This design comes from an exercise in tuning for small area, a short achievable clock period and few clock cycles on the open sky130 flow, not from production work.
Only simulation tests tie the RTL to the original design; equivalence was not proved.
No activity file was given, so power comes from the tool's default toggle rates.

File: flow/flow/run.sh
#!/bin/bash
set -euo pipefail
bash standard.sh SETUP_SLACK_MARGIN=8.0 finish > standard_flow.log 2>&1
File: flow/config.mk
export PLATFORM = sky130hd
export DESIGN_NAME = pswx_core
export DESIGN_NICKNAME = pswx_core
export VERILOG_FILES = /design/flow/design.v
export SDC_FILE = /design/flow/constraint.sdc
export NUM_CORES = 4
export LEC_CHECK = 0
export CAP_MARGIN = 20
export CELL_PAD_IN_SITES_DETAIL_PLACEMENT = 1
export CELL_PAD_IN_SITES_GLOBAL_PLACEMENT = 2
export CORE_MARGIN = 2
export CORE_UTILIZATION = 40
export SETUP_SLACK_MARGIN = 5
export SLEW_MARGIN = 20
File: flow/design.v
module pswx_router (
    input  wire [31:0] va,
    output wire [31:0] pa,
    output wire        k_ext,     
    output wire        k_ram,
    output wire        k_stub,
    output wire        k_dma,
    output wire [7:0]  stub_byte
);
    wire [2:0] seg = va[31:29];
    assign pa = {va[31] & va[30], va[30], va[29] & ~(seg == 3'd5), va[28:0]};
    wire ram  = (pa[31:21] == 11'h000);
    wire rom  = (pa[31:19] == 13'h03F8);                        
    wire s_ff = (pa[31:19] == 13'h03E0);                        
    wire io   = (pa[31:12] == 20'h1F801);
    wire io2  = (pa[31:12] == 20'h1F802) && (pa[11:7] == 5'h00);  
    wire [11:0] o = pa[11:0];
    wire s_io = io && (
                (o[11:6] == 6'h00 && (o[5] == 1'b0 || o[4:2] == 3'b000)) ||  
                (o[11:2] == 10'h018) ||                                      
                (o[11:3] == 9'h00E) ||                                       
                (o[11:6] == 6'h04 && o[5:4] != 2'b11) ||                     
                (o[11:4] == 8'h81 && !o[3] && o[2:0] != 3'h7) ||              
                (o[11:10] == 2'b11 && (o[9] == 1'b0 ||                       
                   o[8:7] == 2'b00 || (o[8:0] == 9'h080)))) ;               
    wire s_10 = io && (o == 12'h817);
    wire dma  = io && (o[11:7] == 5'h01);                       
    wire s_hi = (pa[31:2] == 30'h3FFF_804C);                    
    assign k_ram  = ram;
    assign k_ext  = ram | rom;
    assign k_stub = s_ff | s_io | s_10 | io2 | s_hi;
    assign k_dma  = dma;
    assign stub_byte = s_ff ? 8'hFF : s_10 ? 8'h10 : 8'h00;
endmodule
module pswx_dma (
    input  wire        clk,
    input  wire        rst,
    input  wire [6:0]  off,       
    output reg  [31:0] rdata,
    output wire        bad_off,
    input  wire        we,        
    input  wire [6:0]  woff,
    input  wire [31:0] wdata
);
    function ok_slot(input integer s);
        ok_slot = (s >> 2) != 7 ? (s & 3) != 3 : (s & 3) < 2;
    endfunction
    reg [31:0] r [0:31];
    wire [2:0] ch = off[6:4];
    assign bad_off = (off[1:0] != 2'b00) ||
                     (ch != 3'd7 ? off[3:2] == 2'b11 : off[3] != 1'b0);
    integer i;
    always @(*) begin
        rdata = 32'h0;
        for (i = 0; i < 32; i = i + 1)
            if (ok_slot(i))
                rdata = rdata | (r[i] & {32{off[6:2] == i}});
    end
    genvar g;
    generate
        for (g = 0; g < 32; g = g + 1) begin : g_r
            if (ok_slot(g)) begin : g_e
                always @(posedge clk) begin
                    if (rst)
                        r[g] <= (g == 28) ? 32'h0765_4321 : 32'h0;
                    else if (we && woff[6:2] == g)
                        r[g] <= wdata;
                end
            end
        end
    endgenerate
endmodule
module pswx_muldiv (
    input  wire        clk,
    input  wire        rst,
    input  wire        start,
    input  wire        is_div,
    input  wire        is_signed,
    input  wire [31:0] a,        
    input  wire [31:0] b,        
    input  wire        hi_we,    
    input  wire        lo_we,    
    output wire        busy,
    output wire [31:0] hi,
    output wire [31:0] lo
);
    localparam P_IDLE = 2'd0;
    localparam P_PRE  = 2'd1;    
    localparam P_RUN  = 2'd2;
    localparam P_FIX  = 2'd3;
    reg [1:0]  phase;
    reg [3:0]  count;
    reg        op_div;
    reg        op_sgn;
    reg        neg_q;     
    reg        neg_r;     
    reg [31:0] mcand;     
    reg [34:0] m3;        
    reg [63:0] acc;       
    reg        pext;      
    reg        bm1;       
    assign busy = (phase != P_IDLE);
    assign hi = acc[63:32];
    assign lo = acc[31:0];
    wire [31:0] abs_a = (is_signed && a[31]) ? -a : a;
    wire        m_neg = op_sgn && mcand[31];
    wire [32:0] m_ext = {op_sgn & mcand[31], mcand};
    wire [37:0] m38   = {{5{m_ext[32]}}, m_ext};
    wire [31:0] h = acc[63:32];
    wire [31:0] l = acc[31:0];
    function [2:0] booth(input [2:0] bits);    
        case (bits)
            3'b000, 3'b111: booth = 3'b100;
            3'b001, 3'b010: booth = 3'b000;
            3'b011:         booth = 3'b001;
            3'b100:         booth = 3'b011;
            default:        booth = 3'b010;    
        endcase
    endfunction
    wire [2:0]  bd1 = booth({l[1:0], bm1});
    wire [2:0]  bd2 = booth(l[3:1]);
    wire [37:0] mm1 = bd1[0] ? {m38[36:0], 1'b0} : m38;
    wire [35:0] mm2 = bd2[0] ? {m38[34:0], 1'b0} : m38[35:0];
    wire [37:0] pp1 = bd1[2] ? 38'h0 : bd1[1] ? ~mm1 : mm1;
    wire [37:0] pp2 = bd2[2] ? 38'h0 : bd2[1] ? {~mm2, 2'b11} : {mm2, 2'b00};
    wire        c1m = bd1[1] & ~bd1[2];
    wire        c2m = bd2[1] & ~bd2[2];
    wire [32:0] x1  = {h, l[31]};
    wire [37:0] dvy = m_neg ? m38 : ~m38;
    reg  [37:0] xa, ya, za;
    reg         ci1, ci2;
    always @(*) begin
        xa = {{5{pext}}, h};
        ya = pp1;
        za = pp2;
        ci1 = c1m;
        ci2 = c2m;
        case (phase)
            P_PRE: begin                         
                xa = m38; ya = {m38[36:0], 1'b0}; za = 38'h0; ci1 = 1'b0; ci2 = 1'b0;
            end
            P_FIX: begin                         
                if (op_div) begin xa = 38'h0; ya = ~{6'h0, h}; ci1 = 1'b1; end
                else        begin ya = m38; ci1 = 1'b0; end
                za = 38'h0; ci2 = 1'b0;
            end
            default: if (op_div) begin
                xa = {5'h0, x1}; ya = dvy; za = 38'h0; ci1 = !m_neg; ci2 = 1'b0;
            end
        endcase
    end
    wire [37:0] cs_s = xa ^ ya ^ za;
    wire [37:0] cs_c = (xa & ya) | (xa & za) | (ya & za);
    wire [37:0] ta   = cs_s + {cs_c[36:0], ci1} + {37'h0, ci2};
    wire [34:0] tb = {2'b00, x1[31:0], l[30]} + dvy[34:0] + {34'h0, !m_neg};
    wire [34:0] tc = {1'b0, x1, l[30]} + (m_neg ? m3 : ~m3) + {34'h0, !m_neg};
    wire        q1 = !ta[37];
    wire        q2 = q1 ? !tc[34] : !tb[34];
    wire [31:0] r2 = q1 ? (q2 ? tc[31:0] : {ta[30:0], l[30]})
                        : (q2 ? tb[31:0] : {x1[30:0], l[30]});
    always @(posedge clk) begin
        if (rst) begin
            phase <= P_IDLE;
            count <= 4'd0;
            acc   <= 64'h0;
        end else if (start) begin
            phase   <= is_div ? P_PRE : P_RUN;
            count   <= 4'd0;
            op_div  <= is_div;
            op_sgn  <= is_signed;
            neg_q   <= is_signed && (a[31] ^ b[31]);
            neg_r   <= is_signed && a[31];
            mcand   <= b;
            pext    <= 1'b0;
            bm1     <= 1'b0;
            acc     <= {32'h0, is_div ? abs_a : a};
        end else begin
            case (phase)
                P_PRE: begin
                    m3    <= ta[34:0];
                    phase <= P_RUN;
                end
                P_RUN: begin
                    count <= count + 4'd1;
                    if (op_div) begin
                        acc <= {r2, l[29:0], q1, q2};
                    end else begin
                        acc  <= {ta[35:4], ta[3:0], l[31:4]};
                        pext <= ta[36];
                        bm1  <= l[3];
                    end
                    if (count == (op_div ? 4'd15 : 4'd7))
                        phase <= (op_div || (!op_sgn && l[3])) ? P_FIX : P_IDLE;
                end
                P_FIX: begin
                    phase <= P_IDLE;
                    if (!op_div || neg_r) acc[63:32] <= ta[31:0];
                    if (op_div && neg_q)  acc[31:0]  <= -acc[31:0];
                end
                default: begin
                    if (hi_we) acc[63:32] <= a;
                    if (lo_we) acc[31:0]  <= a;
                end
            endcase
        end
    end
endmodule
module pswx_regfile (
    input  wire        clk,
    input  wire        rst,
    input  wire [31:1] s1,
    output reg  [31:0] rd1,
    input  wire [31:1] s2,
    output reg  [31:0] rd2,
    input  wire        we,
    input  wire [4:0]  wa,
    input  wire [31:0] wd
);
    reg [31:0] q [1:31];
    integer i;
    always @(*) begin
        rd1 = 32'h0;
        rd2 = 32'h0;
        for (i = 1; i < 32; i = i + 1) begin
            rd1 = rd1 | (q[i] & {32{s1[i]}});
            rd2 = rd2 | (q[i] & {32{s2[i]}});
        end
    end
    genvar g;
    generate
        for (g = 1; g < 32; g = g + 1) begin : g_r
            always @(posedge clk) begin
                if (rst)
                    q[g] <= 32'h0;
                else if (we && wa == g)
                    q[g] <= wd;
            end
        end
    endgenerate
endmodule
module pswx_core (
    input  wire        clk,
    input  wire        rst,
    output wire        mem_req,
    output wire        mem_we,
    output wire [31:0] mem_addr,
    output reg  [3:0]  mem_be,
    output wire [31:0] mem_wdata,
    input  wire [31:0] mem_rdata,
    input  wire        mem_ready,
    output reg         halted,
    output reg  [2:0]  fatal_code,
    output reg  [31:0] fatal_info
);
    localparam F_OPCODE   = 3'd1;
    localparam F_UNMAPPED = 3'd2;
    localparam F_WIDTH    = 3'd3;
    localparam F_DMA_OFF  = 3'd4;
    localparam F_C0_READ  = 3'd5;
    localparam F_C0_WRITE = 3'd6;
    localparam EX_ADEL = 5'd4;
    localparam EX_ADES = 5'd5;
    localparam EX_SYS  = 5'd8;
    localparam EX_OV   = 5'd12;
    localparam FF_OK       = 2'd0;
    localparam FF_UNMAPPED = 2'd2;
    localparam FF_DMA_BAD  = 2'd3;
    reg [31:0] pc;
    reg [31:0] npc_t, npc_l;
    reg        npc_tk;
    wire [31:0] npc = npc_tk ? npc_t : npc_l;
    reg        did_branch, in_bds;
    reg [31:0] status, epc;
    reg        cause_bd;
    reg [4:0]  cause_code;
    wire [31:0] cause = {cause_bd, 24'h0, cause_code, 2'b00};
    reg        ir_valid;
    reg [31:0] ir;
    reg [1:0]  ir_flt;
    reg        in_mem;
    reg        ov_r;
    reg [31:0] ov_pc;      
    reg        pm;         
    reg [31:1] rs_oh, rt_oh;   
    reg        wb_en;          
    reg [4:0]  wb_idx;
    reg [31:0] wb_data;
    reg        fa_wb, fb_wb;   
    reg        fa_sh, fb_sh;   
    reg        sh_valid;
    reg [4:0]  sh_idx;
    reg [31:0] sh_val;
    reg [31:0] m_va;
    reg [1:0]  m_size;     
    reg        m_store;
    reg        m_signed;
    reg [4:0]  m_rt;
    reg [31:0] m_wdata;
    reg        ir_sys;     
    reg        m_kext, m_kram;    
    wire [5:0]  op  = ir[31:26];
    wire [4:0]  rs  = ir[25:21];
    wire [4:0]  rt  = ir[20:16];
    wire [4:0]  rd  = ir[15:11];
    wire [4:0]  sa  = ir[10:6];
    wire [5:0]  fn  = ir[5:0];
    wire [15:0] imm = ir[15:0];
    wire [31:0] simm = {{16{imm[15]}}, imm};
    wire        f_vec;
    wire [31:0] vec;
    wire [31:0] f_va = (!ir_valid || in_mem) ? pc : f_vec ? vec : npc;
    wire [31:0] f_pa;
    wire        fk_ext, fk_ram, fk_stub, fk_dma;
    wire [7:0]  f_stub;
    pswx_router u_frt (
        .va(f_va), .pa(f_pa), .k_ext(fk_ext), .k_ram(fk_ram),
        .k_stub(fk_stub), .k_dma(fk_dma), .stub_byte(f_stub)
    );
    wire [31:0] d_pa;
    wire        dk_stub, dk_dma;
    wire [7:0]  d_stub;
    pswx_router u_drt (
        .va(m_va), .pa(d_pa), .k_ext(), .k_ram(),
        .k_stub(dk_stub), .k_dma(dk_dma), .stub_byte(d_stub)
    );
    wire        dk_ext = m_kext, dk_ram = m_kram;
    wire [31:0] dma_rdata;
    wire        dma_bad;
    wire        dma_we;
    pswx_dma u_dma (
        .clk(clk), .rst(rst),
        .off((in_mem || pm) ? m_va[6:0] : f_va[6:0]),
        .rdata(dma_rdata), .bad_off(dma_bad),
        .we(dma_we), .woff(m_va[6:0]), .wdata(m_wdata)
    );
    wire [31:0] f_word = fk_stub ? {4{f_stub}} : fk_dma ? dma_rdata : mem_rdata;
    wire [1:0]  f_flt  = (fk_ext || fk_stub) ? FF_OK :
                         fk_dma ? (dma_bad ? FF_DMA_BAD : FF_OK) : FF_UNMAPPED;
    wire        f_ok   = (!fk_ext || mem_ready || (f_va[1:0] != 2'b00)) && !(pm && fk_dma);
    wire [31:0] a_raw, b_raw;
    wire        rf_we;
    wire [4:0]  rf_wa;
    wire [31:0] rf_wd;
    pswx_regfile u_rf (
        .clk(clk), .rst(rst),
        .s1(rs_oh & {31{~(fa_wb | fa_sh)}}), .rd1(a_raw),
        .s2(rt_oh & {31{~fb_wb}}), .rd2(b_raw),
        .we(rf_we), .wa(rf_wa), .wd(rf_wd)
    );
    wire [31:0] a = a_raw | ({32{fa_wb & ~fa_sh}} & wb_data) | ({32{fa_sh}} & sh_val);
    wire [31:0] b_fwd = b_raw | ({32{fb_wb}} & wb_data);
    wire [31:0] b = fb_sh ? sh_val : b_fwd;
    function [31:1] onehot(input [4:0] r);
        integer k;
        for (k = 1; k < 32; k = k + 1) onehot[k] = (r == k);
    endfunction
    wire [4:0]  f_rs = f_word[25:21];
    wire [4:0]  f_rt = f_word[20:16];
    wire [31:1] f_rs_oh = onehot(f_word[25:21]);
    wire [31:1] f_rt_oh = onehot(f_word[20:16]);
    wire op_r    = (op == 6'h00);
    wire is_load  = (op == 6'h20) || (op == 6'h21) || (op == 6'h23) ||
                    (op == 6'h24) || (op == 6'h25);
    wire is_store = (op == 6'h28) || (op == 6'h29) || (op == 6'h2B);
    wire is_md    = op_r && (fn[5:2] == 4'b0110);             
    wire is_hilo  = op_r && (fn[5:2] == 4'b0100);             
    wire is_mfc0  = (op == 6'h10) && (rs == 5'h00);
    wire is_mtc0  = (op == 6'h10) && (rs == 5'h04);
    wire is_rfe   = (op == 6'h10) && (rs == 5'h10);
    wire is_ovop  = (op == 6'h08) || (op_r && fn[5:2] == 4'b1000 && !fn[0]);   
    reg legal;
    always @(*) begin
        case (op)
            6'h00: case (fn)
                6'h00, 6'h02, 6'h03, 6'h04, 6'h06, 6'h07, 6'h08, 6'h09,
                6'h0C, 6'h10, 6'h11, 6'h12, 6'h13, 6'h18, 6'h19, 6'h1A,
                6'h1B, 6'h20, 6'h21, 6'h22, 6'h23, 6'h24, 6'h25, 6'h26,
                6'h27, 6'h2A, 6'h2B: legal = 1'b1;
                default: legal = 1'b0;
            endcase
            6'h01: legal = (rt[3:1] == 3'b000);
            6'h02, 6'h03, 6'h04, 6'h05, 6'h06, 6'h07, 6'h08, 6'h09,
            6'h0A, 6'h0B, 6'h0C, 6'h0D, 6'h0E, 6'h0F: legal = 1'b1;
            6'h10: legal = (rs == 5'h00) || (rs == 5'h04) ||
                           (rs == 5'h10 && fn == 6'h10);
            6'h20, 6'h21, 6'h23, 6'h24, 6'h25,
            6'h28, 6'h29, 6'h2B: legal = 1'b1;
            default: legal = 1'b0;
        endcase
    end
    wire        zext_imm = (op[5:2] == 4'b0011);               
    wire        use_imm  = !op_r;
    wire [31:0] opb  = !use_imm ? b : zext_imm ? {16'h0, imm} : simm;
    wire        sub  = op_r ? (fn[5:2] == 4'b1000 && fn[1]) || (fn[5:2] == 4'b1010)
                            : (op[5:1] == 5'b00101);           
    wire [31:0] opbx = opb ^ {32{sub}};
    wire [32:0] sum33 = {1'b0, a} + {1'b0, opbx} + {32'h0, sub};
    wire [31:0] sum  = sum33[31:0];
    wire        ovf  = (a[31] == opbx[31]) && (sum[31] != a[31]);
    wire        lt_s = (a[31] != opb[31]) ? a[31] : sum[31];
    wire        lt_u = !sum33[32];
    wire        lt   = (op_r ? fn[0] : op[0]) ? lt_u : lt_s;
    wire [1:0]  lsel = op_r ? fn[1:0] : op[1:0];
    wire [31:0] lres = (lsel == 2'd0) ? (a & opb) :
                       (lsel == 2'd1) ? (a | opb) :
                       (lsel == 2'd2) ? (a ^ opb) : ~(a | opb);
    wire [4:0]  samt  = fn[2] ? a[4:0] : sa;
    wire        sright = fn[1];
    function [31:0] rev32(input [31:0] v);
        integer k;
        for (k = 0; k < 32; k = k + 1) rev32[k] = v[31-k];
    endfunction
    wire [31:0] sin   = sright ? b : rev32(b);
    wire [32:0] sext  = {sright & fn[0] & b[31], sin};
    wire [32:0] sshr  = $signed(sext) >>> samt;
    wire [31:0] sres  = sright ? sshr[31:0] : rev32(sshr[31:0]);
    wire [31:0] link    = npc + 32'd4;
    wire [31:0] br_tgt  = npc + {simm[29:0], 2'b00};
    wire [31:0] j_tgt   = {npc[31:28], ir[25:0], 2'b00};
    wire        a_eq_b  = (a == b);
    wire        a_zero  = (a == 32'h0);
    assign vec = status[22] ? 32'hBFC0_0180 : 32'h8000_0080;
    wire [31:0] c0val = (rd == 5'd12) ? status : (rd == 5'd13) ? cause : epc;
    wire [1:0]  ls_size  = op[1:0] == 2'b11 ? 2'd2 : {1'b0, op[0]};
    wire        misalign = (ls_size == 2'd1 && sum[0]) ||
                           (ls_size == 2'd2 && sum[1:0] != 2'b00);
    wire        md_busy;
    wire [31:0] md_hi, md_lo;
    reg        x_exc;
    reg [4:0]  x_code;
    reg        x_fatal;
    reg [2:0]  x_fcode;
    reg [31:0] x_finfo;
    reg        x_taken;
    reg [31:0] x_target;
    reg        wa_en;
    reg [4:0]  wa_idx;
    reg [31:0] wa_data;
    always @(*) begin
        x_exc    = 1'b0;
        x_code   = EX_SYS;
        x_fatal  = 1'b0;
        x_fcode  = F_OPCODE;
        x_finfo  = ir;
        x_taken  = 1'b0;
        x_target = br_tgt;
        wa_en    = 1'b0;
        wa_idx   = rt;
        wa_data  = sum;
        if (!legal) begin
            x_fatal = 1'b1;
        end else begin
            case (op)
                6'h00: begin
                    wa_en  = 1'b1;
                    wa_idx = rd;
                    case (fn[5:3])
                        3'b000: wa_data = sres;
                        3'b001: begin
                            wa_data = link; x_target = a;
                            if (fn[2]) begin
                                wa_en = 1'b0; x_exc = 1'b1;      
                            end else begin
                                x_taken = 1'b1; wa_en = fn[0];   
                            end
                        end
                        3'b010: begin
                            wa_data = fn[1] ? md_lo : md_hi;
                            wa_en   = !fn[0];
                        end
                        3'b011: wa_en = 1'b0;
                        3'b100: begin
                            wa_data = fn[2] ? lres : sum;
                        end
                        default: wa_data = {31'h0, lt};
                    endcase
                end
                6'h01: begin
                    x_taken = rt[0] ? !a[31] : a[31];
                    wa_en = rt[4]; wa_idx = 5'd31; wa_data = link;
                end
                6'h02: begin x_taken = 1'b1; x_target = j_tgt; end
                6'h03: begin
                    x_taken = 1'b1; x_target = j_tgt;
                    wa_en = 1'b1; wa_idx = 5'd31; wa_data = link;
                end
                6'h04: x_taken = a_eq_b;
                6'h05: x_taken = !a_eq_b;
                6'h06: x_taken = a[31] || a_zero;
                6'h07: x_taken = !a[31] && !a_zero;
                6'h08, 6'h09: wa_en = 1'b1;
                6'h0A, 6'h0B: begin wa_en = 1'b1; wa_data = {31'h0, lt}; end
                6'h0C, 6'h0D, 6'h0E: begin wa_en = 1'b1; wa_data = lres; end
                6'h0F: begin wa_en = 1'b1; wa_data = {imm, 16'h0}; end
                6'h10: begin
                    wa_data = c0val;
                    if (rs == 5'h00) begin
                        if (rd == 5'd12 || rd == 5'd13 || rd == 5'd14) wa_en = 1'b1;
                        else begin
                            x_fatal = 1'b1; x_fcode = F_C0_READ; x_finfo = {27'h0, rd};
                        end
                    end else if (rs == 5'h04) begin
                        if (!(rd == 5'd12 ||
                              ((rd == 5'd3 || rd == 5'd5 || rd == 5'd6 ||
                                rd == 5'd7 || rd == 5'd9 || rd == 5'd11 ||
                                rd == 5'd13) && b == 32'h0))) begin
                            x_fatal = 1'b1; x_fcode = F_C0_WRITE; x_finfo = {27'h0, rd};
                        end
                    end
                end
                default: begin
                    if (misalign) begin
                        x_exc = 1'b1;
                        x_code = is_store ? EX_ADES : EX_ADEL;
                    end
                end
            endcase
        end
    end
    wire pc_mis  = (pc[1:0] != 2'b00);
    wire stall   = md_busy && (is_md || is_hilo);
    wire ex_go   = ir_valid && !in_mem && !halted && !stall && !ov_r;
    wire ex_fexc = ex_go && pc_mis;                            
    wire ex_ffat = ex_go && !pc_mis && (ir_flt != FF_OK);
    wire ex_ok   = ex_go && !pc_mis && (ir_flt == FF_OK);
    wire ex_fat  = ex_ok && x_fatal;
    wire ex_exc  = ex_ok && !x_fatal && x_exc;
    wire ex_step = ex_ok && !x_fatal && !x_exc;                
    wire is_sys  = op_r && fn == 6'h0C;                        
    assign f_vec = pc_mis || (ir_flt == FF_OK && ir_sys);
    wire md_start = ex_ok && is_md;
    pswx_muldiv u_md (
        .clk(clk), .rst(rst),
        .start(md_start), .is_div(fn[1]), .is_signed(~fn[0]),
        .a(a), .b(b),
        .hi_we(ex_ok && is_hilo && fn[1:0] == 2'b01),
        .lo_we(ex_ok && is_hilo && fn[1:0] == 2'b11),
        .busy(md_busy), .hi(md_hi), .lo(md_lo)
    );
    wire [31:0] rword  = dk_stub ? {4{d_stub}} : dk_dma ? dma_rdata : mem_rdata;
    wire [31:0] rshift = rword >> {d_pa[1:0], 3'b000};
    reg  [31:0] load_val;
    always @(*) begin
        case (m_size)
            2'd0:    load_val = m_signed ? {{24{rshift[7]}}, rshift[7:0]}
                                         : {24'h0, rshift[7:0]};
            2'd1:    load_val = m_signed ? {{16{rshift[15]}}, rshift[15:0]}
                                         : {16'h0, rshift[15:0]};
            default: load_val = rword;
        endcase
    end
    wire m_drop  = m_store && status[16];                     
    wire m_dwbad = (m_size != 2'd2) || dma_bad;
    wire m_done  = in_mem && (m_drop || dk_stub || (dk_dma && !m_dwbad) ||
                              (dk_ext && (mem_ready || (m_store && !dk_ram))));
    wire m_fatal = in_mem && !m_drop && !dk_ext && !dk_stub && !(dk_dma && !m_dwbad);
    wire m_load  = m_done && !m_store && !(dk_ext && !mem_ready);
    assign mem_req   = 1'b1;
    assign mem_we    = in_mem && m_store && !m_drop && dk_ram && !halted;
    function [2:0] seg_mask(input [2:0] t);      
        seg_mask = {t[2] & t[1], t[1], t[0] & ~(t == 3'b101)};
    endfunction
    wire ba_d = in_mem;
    wire ba_p = !in_mem && !ir_valid;
    wire ba_v = !in_mem && ir_valid && f_vec;
    wire ba_n = !in_mem && ir_valid && !f_vec;
    assign mem_addr = ({32{ba_d}} & {seg_mask(m_va[31:29]), m_va[28:0]}) |
                      ({32{ba_p}} & {seg_mask(pc[31:29]), pc[28:0]}) |
                      ({32{ba_v}} & (status[22] ? 32'h1FC0_0180 : 32'h0000_0080)) |
                      ({32{ba_n & npc_tk}} & {seg_mask(npc_t[31:29]), npc_t[28:0]}) |
                      ({32{ba_n & ~npc_tk}} & {seg_mask(npc_l[31:29]), npc_l[28:0]});
    assign mem_wdata = m_wdata;
    always @(*) begin
        case (m_size)
            2'd0:    mem_be = 4'b0001 << d_pa[1:0];
            2'd1:    mem_be = d_pa[1] ? 4'b1100 : 4'b0011;
            default: mem_be = 4'b1111;
        endcase
    end
    assign dma_we = (in_mem || pm) && m_store && !m_drop && dk_dma && !m_dwbad;
    wire pm_fault = pm && !dk_stub && !(dk_dma && !m_dwbad);
    assign rf_we = in_mem ? m_load : pm ? !m_store : (wb_en && !ov_r);
    assign rf_wa = (in_mem || pm) ? m_rt : wb_idx;
    assign rf_wd = (in_mem || pm) ? load_val : wb_data;
    wire [2:0]  e_top = {sum[31] & sum[30], sum[30], sum[29] & ~(sum[31:29] == 3'b101)};
    wire        c_ram = (e_top == 3'b000) && (sum[28:21] == 8'h00);
    wire        c_rom = (e_top == 3'b000) && (sum[28:19] == 10'h3F8);
    wire        c_io  = ((e_top == 3'b000) && (sum[28:19] == 10'h3E0 ||
                                               sum[28:12] == 17'h1F801 ||
                                               sum[28:12] == 17'h1F802)) ||
                        ((e_top == 3'b111) && sum[28:12] == 17'h1FFE0);
    wire e_drop  = is_store && (status[16] || c_rom);
    wire e_par   = c_io && (is_load || (!status[16] && !fk_dma));
    wire m_hit = m_store && (d_pa[31:2] == f_pa[31:2]);
    wire        x_bd   = (ov_r || pc_mis) ? in_bds : did_branch;
    wire [31:0] x_pc   = ov_r ? ov_pc : pc;
    wire [31:0] epc_v  = x_bd ? x_pc - 32'd4 : x_pc;
    wire        f_is_sys = (f_word[31:26] == 6'h00) && (f_word[5:0] == 6'h0C);
    always @(posedge clk) begin
        if (rst) begin
            pc         <= 32'hBFC0_0000;
            npc_t      <= 32'h0;
            npc_l      <= 32'hBFC0_0004;
            npc_tk     <= 1'b0;
            did_branch <= 1'b0;
            in_bds     <= 1'b0;
            status     <= 32'h0;
            cause_bd   <= 1'b0;
            cause_code <= 5'd0;
            epc        <= 32'h0;
            ir_valid   <= 1'b0;
            ir         <= 32'h0;
            ir_flt     <= FF_OK;
            in_mem     <= 1'b0;
            pm         <= 1'b0;
            ov_r       <= 1'b0;
            ov_pc      <= 32'h0;
            rs_oh      <= 31'h0;
            rt_oh      <= 31'h0;
            wb_en      <= 1'b0;
            wb_idx     <= 5'd0;
            wb_data    <= 32'h0;
            fa_wb      <= 1'b0;
            fb_wb      <= 1'b0;
            fa_sh      <= 1'b0;
            fb_sh      <= 1'b0;
            sh_valid   <= 1'b0;
            sh_idx     <= 5'd0;
            sh_val     <= 32'h0;
            m_va       <= 32'h0;
            m_size     <= 2'd0;
            m_store    <= 1'b0;
            m_signed   <= 1'b0;
            m_rt       <= 5'd0;
            m_wdata    <= 32'h0;
            halted     <= 1'b0;
            fatal_code <= 3'd0;
            fatal_info <= 32'h0;
            ir_sys     <= 1'b0;
            m_kext     <= 1'b0;
            m_kram     <= 1'b0;
        end else if (!halted) begin
            wb_en   <= ex_step && wa_en;
            pm      <= 1'b0;
            wb_idx  <= wa_idx;
            wb_data <= wa_data;
            if (in_mem) begin
                if (m_fatal) begin
                    halted     <= 1'b1;
                    fatal_code <= !dk_dma ? F_UNMAPPED : (m_size != 2'd2) ? F_WIDTH : F_DMA_OFF;
                    fatal_info <= !dk_dma ? m_va : {25'h0, m_va[6:0]};
                    in_mem     <= 1'b0;
                end else if (m_done) begin
                    in_mem <= 1'b0;
                    if (m_hit) ir_valid <= 1'b0;
                end
            end else if (ov_r) begin
                ov_r       <= 1'b0;
                cause_bd   <= in_bds;
                cause_code <= EX_OV;
                epc        <= epc_v;
                status     <= {status[31:6], status[3:0], 2'b00};
                pc         <= vec;
                npc_l      <= vec + 32'd4;
                npc_tk     <= 1'b0;
                ir_valid   <= 1'b0;
                fa_wb      <= 1'b0;
                fb_wb      <= 1'b0;
                fa_sh      <= 1'b0;
                fb_sh      <= 1'b0;
            end else if (!ir_valid) begin
                ir       <= f_word;
                ir_sys   <= f_is_sys;
                rs_oh     <= f_rs_oh;
                rt_oh     <= f_rt_oh;
                ir_flt   <= f_flt;
                ir_valid <= f_ok;
                fa_wb    <= 1'b0;
                fb_wb    <= 1'b0;
                fa_sh    <= sh_valid && sh_idx == f_rs && f_rs != 5'd0;
                fb_sh    <= sh_valid && sh_idx == f_rt && f_rt != 5'd0;
            end else if (ex_fexc) begin
                cause_bd   <= in_bds;
                cause_code <= EX_ADEL;
                epc        <= epc_v;
                status     <= {status[31:6], status[3:0], 2'b00};
                pc         <= vec;
                npc_l      <= vec + 32'd4;
                npc_tk     <= 1'b0;
                ir         <= f_word;
                ir_sys     <= f_is_sys;
                rs_oh       <= f_rs_oh;
                rt_oh       <= f_rt_oh;
                ir_flt     <= f_flt;
                ir_valid   <= f_ok;
                fa_wb      <= 1'b0;
                fb_wb      <= 1'b0;
                fa_sh      <= sh_valid && sh_idx == f_rs && f_rs != 5'd0;
                fb_sh      <= sh_valid && sh_idx == f_rt && f_rt != 5'd0;
            end else if (ex_ffat) begin
                halted     <= 1'b1;
                fatal_code <= (ir_flt == FF_UNMAPPED) ? F_UNMAPPED : F_DMA_OFF;
                fatal_info <= (ir_flt == FF_UNMAPPED) ? pc : {25'h0, pc[6:0]};
            end else if (ex_fat) begin
                halted     <= 1'b1;
                fatal_code <= x_fcode;
                fatal_info <= (x_fcode == F_OPCODE) ? ir : {27'h0, rd};
            end else if (ex_exc) begin
                in_bds     <= did_branch;
                did_branch <= 1'b0;
                sh_valid   <= 1'b0;
                cause_bd   <= did_branch;
                cause_code <= x_code;
                epc        <= epc_v;
                status     <= {status[31:6], status[3:0], 2'b00};
                pc         <= vec;
                npc_l      <= vec + 32'd4;
                npc_tk     <= 1'b0;
                ir         <= f_word;
                ir_sys     <= f_is_sys;
                rs_oh       <= f_rs_oh;
                rt_oh       <= f_rt_oh;
                ir_flt     <= f_flt;
                ir_valid   <= f_vec && f_ok;
                fa_wb      <= 1'b0;
                fb_wb      <= 1'b0;
                fa_sh      <= 1'b0;
                fb_sh      <= 1'b0;
            end else if (ex_step) begin
                pc         <= npc;
                npc_t      <= x_target;
                npc_l      <= link;
                npc_tk     <= x_taken;
                ov_r       <= is_ovop && ovf;
                ov_pc      <= pc;
                in_bds     <= did_branch;
                did_branch <= x_taken;
                ir         <= f_word;
                ir_sys     <= f_is_sys;
                rs_oh       <= f_rs_oh;
                rt_oh       <= f_rt_oh;
                ir_flt     <= f_flt;
                ir_valid   <= f_ok;
                sh_valid   <= is_load || is_mfc0;
                sh_idx     <= rt;
                sh_val     <= (pm && !m_store && m_rt == rt) ? load_val : b_fwd;
                fa_wb      <= wa_en && wa_idx == f_rs && f_rs != 5'd0;
                fb_wb      <= wa_en && wa_idx == f_rt && f_rt != 5'd0;
                fa_sh      <= (is_load || is_mfc0) && rt == f_rs && f_rs != 5'd0;
                fb_sh      <= (is_load || is_mfc0) && rt == f_rt && f_rt != 5'd0;
                if (is_mtc0 && rd == 5'd12)
                    status <= b;
                if (is_rfe)
                    status <= {status[31:6], 2'b00, status[5:2]};
                if (is_load || is_store) begin
                    in_mem   <= !e_par && !e_drop;
                    pm       <= e_par;
                    m_va     <= sum;
                    m_size   <= ls_size;
                    m_store  <= is_store;
                    m_signed <= !op[2];
                    m_rt     <= rt;
                    m_kext   <= c_ram || c_rom;
                    m_kram   <= c_ram;
                    m_wdata  <= (ls_size == 2'd0) ? {4{b[7:0]}} :
                                (ls_size == 2'd1) ? {2{b[15:0]}} : b;
                end
            end else if (ir_valid && stall) begin
                fa_wb <= 1'b0;
                fb_wb <= 1'b0;
            end
            if (pm_fault) begin
                halted     <= 1'b1;
                fatal_code <= !dk_dma ? F_UNMAPPED : (m_size != 2'd2) ? F_WIDTH : F_DMA_OFF;
                fatal_info <= !dk_dma ? m_va : {25'h0, m_va[6:0]};
            end
        end
    end
endmodule
File: flow/constraint.sdc
create_clock -name core_clock -period 14.0 [get_ports {clk}]
set_input_delay 2.8000 -clock core_clock [delete_from_list [all_inputs] [get_ports {clk}]]
set_output_delay 2.8000 -clock core_clock [all_outputs]
set_load 0.01 [all_outputs]
File: flow/standard.sh
#!/bin/bash
# synth_recipe.tcl (not shown) runs the flow's synth.tcl, then flattens the netlist and writes it again
# the make line also repeats each setting of config.mk as NAME=value (left out here)
make -C /OpenROAD-flow-scripts/flow DESIGN_CONFIG=/design/flow/config.mk WORK_HOME=/design/flow/orfs CLKGATE_MAP_FILE= SYNTH_SCRIPT=/design/flow/synth_recipe.tcl "${@:-finish}"
==> results of run 1 <==
[layer usage]
metal / up-vias / part of all wire [%]
met4: 62 / 9.3
met1: 76800 / 37
met3: 3690 / 14
met2: 12300 / 40
met5: - / 0.11
li1: 62700 / -
[state kept, by name (all words and copies together) (netlist names), 31 cells and up, named ones only]
register,cells
fatal_info,32
u_md.mcand,32
ir,32
u_dma.r,736
u_md.m3,35
m_va,32
status,32
u_md.acc,64
wb_data,32
epc,32
m_wdata,32
npc_t,32
u_rf.q,992
ov_pc,32
pc,32
rt_oh,31
sh_val,32
rs_oh,31
[through the flow]
stage / setup slack [ns] / instances / total power, uW / util [%] / cell area [um^2]
global route: 7.81 / 22100 / 23800 / 48.1 / 159000
finish: 7.80 / 22100 / 23500 / 48.1 / 159000
floorplan: 8.04 / 17600 / 11200 / - / 132000
global placement: 5.62 / 21100 / 14300 / 42.2 / 139000
detailed placement: 5.53 / 21100 / 14400 / 42.2 / 139000
CTS: 7.89 / 21800 / 22600 / 46.6 / 154000
[power by group]
| group | total [uW] | switching [uW] | internal (uW) |
|---|---|---|---|
| combinational | 8120 | 5830 | 2290 |
| clock | 8120 | 3460 | 4660 |
| sequential | 7300 | 371 | 6930 |
[cells in the mapped netlist, types with 33 or more instances]
cell	number
nand2_1	3792
nor3_1	270
o211ai_1	105
a221oi_1	352
a21o_1	81
a222oi_1	119
and3_1	121
a22o_1	251
o22ai_1	61
nor4_1	72
nor2b_1	80
o221ai_1	42
xnor2_1	348
o21bai_1	33
edfxtp_1	73
xor2_1	146
or3_1	40
nand2b_1	78
fa_1	41
a22oi_1	792
and2_1	66
a221o_1	33
dfxtp_1	2288
mux2_2	57
buf_1	116
inv_1	306
nor3b_1	41
ha_1	226
nand3_1	563
o31ai_1	37
a21oi_1	2093
a2111oi_0	66
buf_2	167
nand4_1	240
clkbuf_1	1270
o21ai_0	780
a211oi_1	207
a31oi_1	92
o21a_1	43
nor2_1	1105
mux2i_1	350
[critical path, cell delays in order (launching register included)]
cell       delay [ns]
dfxtp_4          0.37
buf_8            0.20
buf_6            0.22
a221oi_1         0.34
nand4_1          0.22
nor4_4           0.80
nor3_2           0.10
a21oi_2          0.23
inv_1            0.06
buf_4            0.20
ha_4             0.26
nor2b_4          0.13
nor2_2           0.13
nor2_2           0.06
o21a_1           0.21
a211o_1          0.23
a21o_1           0.22
buf_6            0.14
a211o_4          0.37
a2111oi_4        0.31
a311o_2          0.37
buf_6            0.15
and2_4           0.15
nand4_1          0.08
or3b_1           0.39
a31oi_1          0.15
[area by class of cell]
cell class | count | area, um^2
clock buffer | 426 | 8680
fill | 39300 | 171000
antenna | 49 | 123
tap | 4366 | 5460
multi-input combinational | 13300 | 81200
inverter | 319 | 1240
clock inverter | 96 | 1240
sequential | 2361 | 48200
timing repair buffer | 1227 | 12400
[timing repair]
action,4_1_cts,5_1_grt
setup buffers,163,225
pin swaps,78,208
setup endpoints to repair,1577,1347
gates cloned,21,23
gates resized for setup,653,561
[kinds of logic after synthesis]
family / count (synthesis) / synth area share [%]
simple gates: 6611 / 21.5
flops: 2361 / 36.3
fa+ha+maj: 268 / 2.76
mux: 436 / 3.61
other cells: 1 / 0.00283
compound gates: 5483 / 26.9
buf+inv: 1910 / 5.75
xor+xnor: 494 / 3.27
[final timing paths]
path,slack [ns],startpoint,to,cells after the start
hold / removal,0.45,u_dma.r[25][26],u_dma.r[25][26],2
setup reg to reg,7.80,rs_oh[21],m_kext,25
setup / recovery,7.80,rs_oh[21],m_kext,25
hold reg to reg,0.45,u_dma.r[25][26],u_dma.r[25][26],2
==> flow_summary.ini, run 1 <==
[global_routing]
grt_usage_pct = 50.6
grt_use_met2_pct = 70.6
grt_max_degree = 203
grt.overflow.total = 0
busiest_layer = met2
grt_pass1_wl_mm = 1200
use_met3_pct = 18.5
antenna_found_initial = 65
grt_use_met1_pct = 63.2
grt_pass1_vias = 144000

[synth]
synth_flop_cell = dfxtp_1
synth_area_leaders = dfxtp_1 35%, nand2_1 11%, a21oi_1 7.9%, a22oi_1 4.5%, clkbuf_1 3.6%
ys_seq_area_share_pct = 36.3
synth_top_area_share_pct = 34.6
synthArstFlopShare_pct = 0
ys_ff_latch = 2361
yosys_warnings = 6
synth_top_area_cell = dfxtp_1
syn_nets = 17900
syn_inst = 17600
yosysUniqueCellTypes = 124
synth_area_per_cell_um2 = 7.53
synth_edf_count = 73
synth_area_um2 = 132000

[critical_path]
crit_type = register to register
critPathRequiredTime_ns = 14.92
worst-endpoint-arrival_ns = 7.12
cp-end-kind = register
crit_fanout = 15
cp-start-kind = register

[timing]
fin_crit_sh_pct = 44.3
tns_ns = 0
layout_min_cycle_time_ns = 6.20
setup_viol = 0
maxSlewViolCount = 0
rsz0062_at_grt = yes
fin_skew_ns = 0.0845
tightest_slew_ns = 1.35
hold_ws_ns = 0.448
finalHoldViolations = 0
fmax_ghz = 0.161
slew_headroom_pct = 9.01

[place]
hpwl_mm = 564
io_buffers = 139
gp_congestion = 1.04

[clock_tree]
cts-root-buf = clkbuf_16
htree_levels = 5
clkSinkCount = 2361
cts_buffer_depth = 4
postCtsHoldBufs = 0
clk_pin_slew_ns = 0.06
worst_skew_pair.late_latency_ns = 1.02
cts_tree = built
cts_made_buffers = 290

[route]
first_pass_iters = 10
routed_wl_mm = 899
ant_nets = 0
via_per_inst = 7.03
detail_route.wl_per_cell_um = 40.6
drc = 0
vias = 156000
drtIter0Drc = 26100

[layout]
nNetsFinal = 17800
areaGrowthSynthToFinish_pct = 19.9
drive_above_1_share_pct = 14.5
final_common_cell = nand2_1
final_cell_mix = 3,730 x nand2_1, 2,203 x dfxtp_1, 2,040 x a21oi_1

[run]
maxCapViolCount = 0

[pwr]
cellPowerDensity_nw_per_um2 = 148
peakVddDrop_mv = 0.126
p_leak_uw = 0.0552

[die]
dieWidth_um = 579
num_rows = 211
core_um2 = 330000
pin_count = 141
initial_core_util_pct = 40.1
die-area_um2 = 335000
die_h_um = 579

[worst_hold_path]
hp-class = register to register

[status]
status = complete, no violations
Testbench counts, summed over its fixed seeds: cycles 64,861.
==> run 2, diff against run 1 <==
==> flow/run.sh (new file) <==
#!/bin/bash
# synth_recipe.tcl (not shown) runs the flow's synth.tcl, then flattens the netlist and writes it again
# the make line also repeats each setting of config.mk as NAME=value (left out here)
make -C /OpenROAD-flow-scripts/flow DESIGN_CONFIG=/design/flow/config.mk WORK_HOME=/design/flow/orfs CLKGATE_MAP_FILE= SYNTH_SCRIPT=/design/flow/synth_recipe.tcl finish
--- a/flow/config.mk
+++ b/flow/config.mk
@@ -7,8 +7,8 @@
 export LEC_CHECK = 0
 export CAP_MARGIN = 20
-export CELL_PAD_IN_SITES_DETAIL_PLACEMENT = 1
-export CELL_PAD_IN_SITES_GLOBAL_PLACEMENT = 2
+export CELL_PAD_IN_SITES_DETAIL_PLACEMENT = 2
+export CELL_PAD_IN_SITES_GLOBAL_PLACEMENT = 4
 export CORE_MARGIN = 2
-export CORE_UTILIZATION = 40
+export CORE_UTILIZATION = 30
 export SETUP_SLACK_MARGIN = 5
 export SLEW_MARGIN = 20
removed: flow/flow/run.sh
removed: flow/standard.sh
==> run 2 against run 1 <==
Clock power grew 5.5%. Highest routed layer unchanged. Still clean. Design area fell by 3.8%. Register-to-register slack got worse by 2.2 ns. Synthesized cell count unchanged.
==> flow_summary.ini, run 2 <==
[status]
status = complete, no violations

[route]
drtIter0Drc = 19700
ant_nets = 0
via_per_inst = 6.49
drc = 0
vias = 151000
routed_wl_mm = 973
first_pass_iters = 9
detail_route.wl_per_cell_um = 41.8

[critical_path]
critPathRequiredTime_ns = 14.91
cp-end-kind = register
regToRegStartpoint = rt_oh[6]
worst-endpoint-arrival_ns = 9.31
crit_chain = buf_4 > buf_4 > a22o_1 > a221oi_1 > and4_1 > a31oi_1 > mux2i_2 > buf_4 > nor2_1 > a21oi_1 > xnor2_1 > ha_1 > a41oi_1 > o311ai_0 > o22ai_1 > nand3_1 > a31oi_2 > a21oi_1 > a21oi_1 > xor2_1 > nand4_1 > a2111oi_2 > nand4b_1 > a31oi_1
cp_slowest_cell = a31oi_1
rrSetupSlack_ns = 5.60
crit_type = register to register
crit_start = rt_oh[6]
crit_fanout = 17
critPathMaxStageDelay_ns = 0.89
critPathTopFamily = compound AO/OA/AOI/OAI gates
cp-start-kind = register
path_buf_inv = 3

[synth]
syn_inst = 17600
synth_top_area_share_pct = 34.6
yosysUniqueCellTypes = 124
syn_nets = 17900
ys_seq_area_share_pct = 36.3
synth_area_per_cell_um2 = 7.53
synth_area_leaders = dfxtp_1 35%, nand2_1 11%, a21oi_1 7.9%, a22oi_1 4.5%, clkbuf_1 3.6%
yosys_warnings = 6
ys_ff_latch = 2361
synth_flop_cell = dfxtp_1
synth.cells.most_frequent = 3,792 x nand2_1, 2,288 x dfxtp_1, 2,093 x a21oi_1
yosysMostFrequentCell = nand2_1
synth_area_um2 = 132000
synth_top_area_cell = dfxtp_1
synthArstFlopShare_pct = 0
synth_edf_count = 73

[timing]
rsz0062_at_grt = no
setup_viol = 0
fin_skew_ns = 0.0847
fin_crit_sh_pct = 60.0
layout_min_cycle_time_ns = 8.40
maxSlewViolCount = 0
finalHoldViolations = 0
worst_slack_ns = 5.60
tns_ns = 0
tightest_slew_ns = 1.29
slew_headroom_pct = 14.3
fmax_ghz = 0.119
hold_ws_ns = 0.451

[die]
die-area_um2 = 446000
initial_core_util_pct = 30.2
die_h_um = 668
num_rows = 243
pin_count = 141
core_um2 = 439000
dieWidth_um = 668

[worst_hold_path]
hp-class = register to register
hp-start = u_dma.r[18][3]

[global_routing]
grt_pass1_wl_mm = 1310
grt_usage_pct = 41.9
antenna_found_initial = 70
grt_pass1_vias = 148000
grt_max_degree = 186
grt.overflow.total = 0

[place]
io_buffers = 139
gp_congestion = 0.991
placed_cells = 22700
dp_slack_ns = 5.39
hpwl_mm = 643

[clock_tree]
cts-root-buf = clkbuf_16
cts_made_buffers = 310
htree_levels = 5
postCtsSetupBuffers = 0
worst_skew_pair.late_latency_ns = 0.99
cts_buffer_depth = 4
clk_pin_slew_ns = 0.06
clkSinkCount = 2361
cts_tree = built

[layout]
largest_reg_flops = 992
final_cell_mix = 3,737 x nand2_1, 2,211 x dfxtp_1, 2,079 x a21oi_1
nNetsFinal = 17400
drive_above_1_share_pct = 10.2
final_common_cell = nand2_1
fin_util_pct = 34.8
final_cell_count_no_fill = 23300
regMostFlops = u_rf.q
reg_top3 = u_rf.q (992), u_dma.r (736), u_md.acc (64)
areaGrowthSynthToFinish_pct = 15.3

[pwr]
cellPowerDensity_nw_per_um2 = 155
peakVddDrop_mv = 0.125
p_leak_uw = 0.0523

[run]
maxCapViolCount = 0
[run 2: cell counts after synthesis]
No cell type changed its count.
[run 2: logic make-up after synthesis]
kind of cell             synth area share, %
flip-flops                              36.3
XOR/XNOR                                3.27
multiplexers                            3.61
other                                0.00283
adder cells (fa/ha/maj)                 2.76
AO/OA/AOI/OAI                           26.9
AND/OR/NAND/NOR                         21.5
buffers and inverters                   5.75
[run 2: report_power, final]
part | switching (uW) | internal [uW]
Sequential | 386 | 6930
Clock | 3580 | 5000
Combinational | 5740 | 1950
[run 2: path summary, 6_finish.rpt]
check / end / cells after the start
max reg2reg: m_kext / 24
min reg2reg: u_dma.r[18][3] / 2
min: u_dma.r[18][3] / 2
max: m_kext / 24
[run 2: area by class of cell]
type	count	area (um^2)
Multi-Input combinational cell	13300	78400
Fill cell	50300	286000
Clock inverter	100	1360
Sequential cell	2361	48200
Inverter	319	1200
Clock buffer	452	9160
Antenna cell	42	105
Timing Repair Buffer	831	6820
Tap cell	5880	7360
[run 2: worst register-to-register path: stages, from the launching register on]
cell and delay (ns):
dfxtp_2 0.61, buf_4 0.63, buf_4 0.56, a22o_1 0.23
a221oi_1 0.05, and4_1 0.30, a31oi_1 0.89, mux2i_2 0.15
buf_4 0.31, nor2_1 0.16, a21oi_1 0.11, xnor2_1 0.19
ha_1 0.27, a41oi_1 0.16, o311ai_0 0.15, o22ai_1 0.23
nand3_1 0.20, a31oi_2 0.46, a21oi_1 0.22, a21oi_1 0.20
xor2_1 0.83, nand4_1 0.22, a2111oi_2 0.78, nand4b_1 0.26
a31oi_1 0.21
[run 2: what timing repair did]
action | 4_1_cts | 5_1_grt
endpoints found under the hold margin | 0 | 0
hold buffers | 0 | 0
endpoints found under the setup margin | 0 | 2
gates resized for setup | 0 | 1
[run 2: layer usage]
metal,routed length [um],vias to the layer above,GRT usage [%]
met1,405000,78800,54.9
met4,65000,22,24.7
li1,-,61900,-
met2,417000,8122,63.4
met3,85900,2177,8.62
met5,215,-,0.130
[run 2: stage by stage]
step | instance area [um^2] | power [uW]
after global routing | 152000 | 24100
after detailed placement | 142000 | 14800
after floorplan | 132000 | 11200
after CTS | 152000 | 23300
after global placement | 142000 | 14700
final | 153000 | 23600

## afterwards: timing with drivers on the ports
How much do the figures lean on ideal ports? The routed layouts below were timed once more, with nothing changed but the port constraints. Step 1: set_driving_cell puts a clkbuf_16 on clk and a buf_2 on each other input, an assumption about the parent block. Step 2 times the ports against the registers' clock, not the clock port: input delays grow and output delays shrink by t, the midpoint of the rising clock arrivals with the driver on. Three values: no drivers, after step 1, after step 2; two values: the first two.
| run | t (ns) | slack for setup (ns) | worst setup path at the end | clock arrival spread, ns | cell pins on the clock port's net |
|---|---|---|---|---|---|
| run 1 | 1.103 | 7.800 / 7.790 / 7.073 | input to register | 0.085 / 0.085 | 1 |
| run 2 | 1.078 | 5.601 / 5.601 / 5.601 | register to register | 0.086 / 0.086 | 1 |
After both steps setup and hold are still met in every run listed. The setup slack of run 1, which loses most, moves by -0.010 ns with the drivers and by -0.727 ns with both steps.
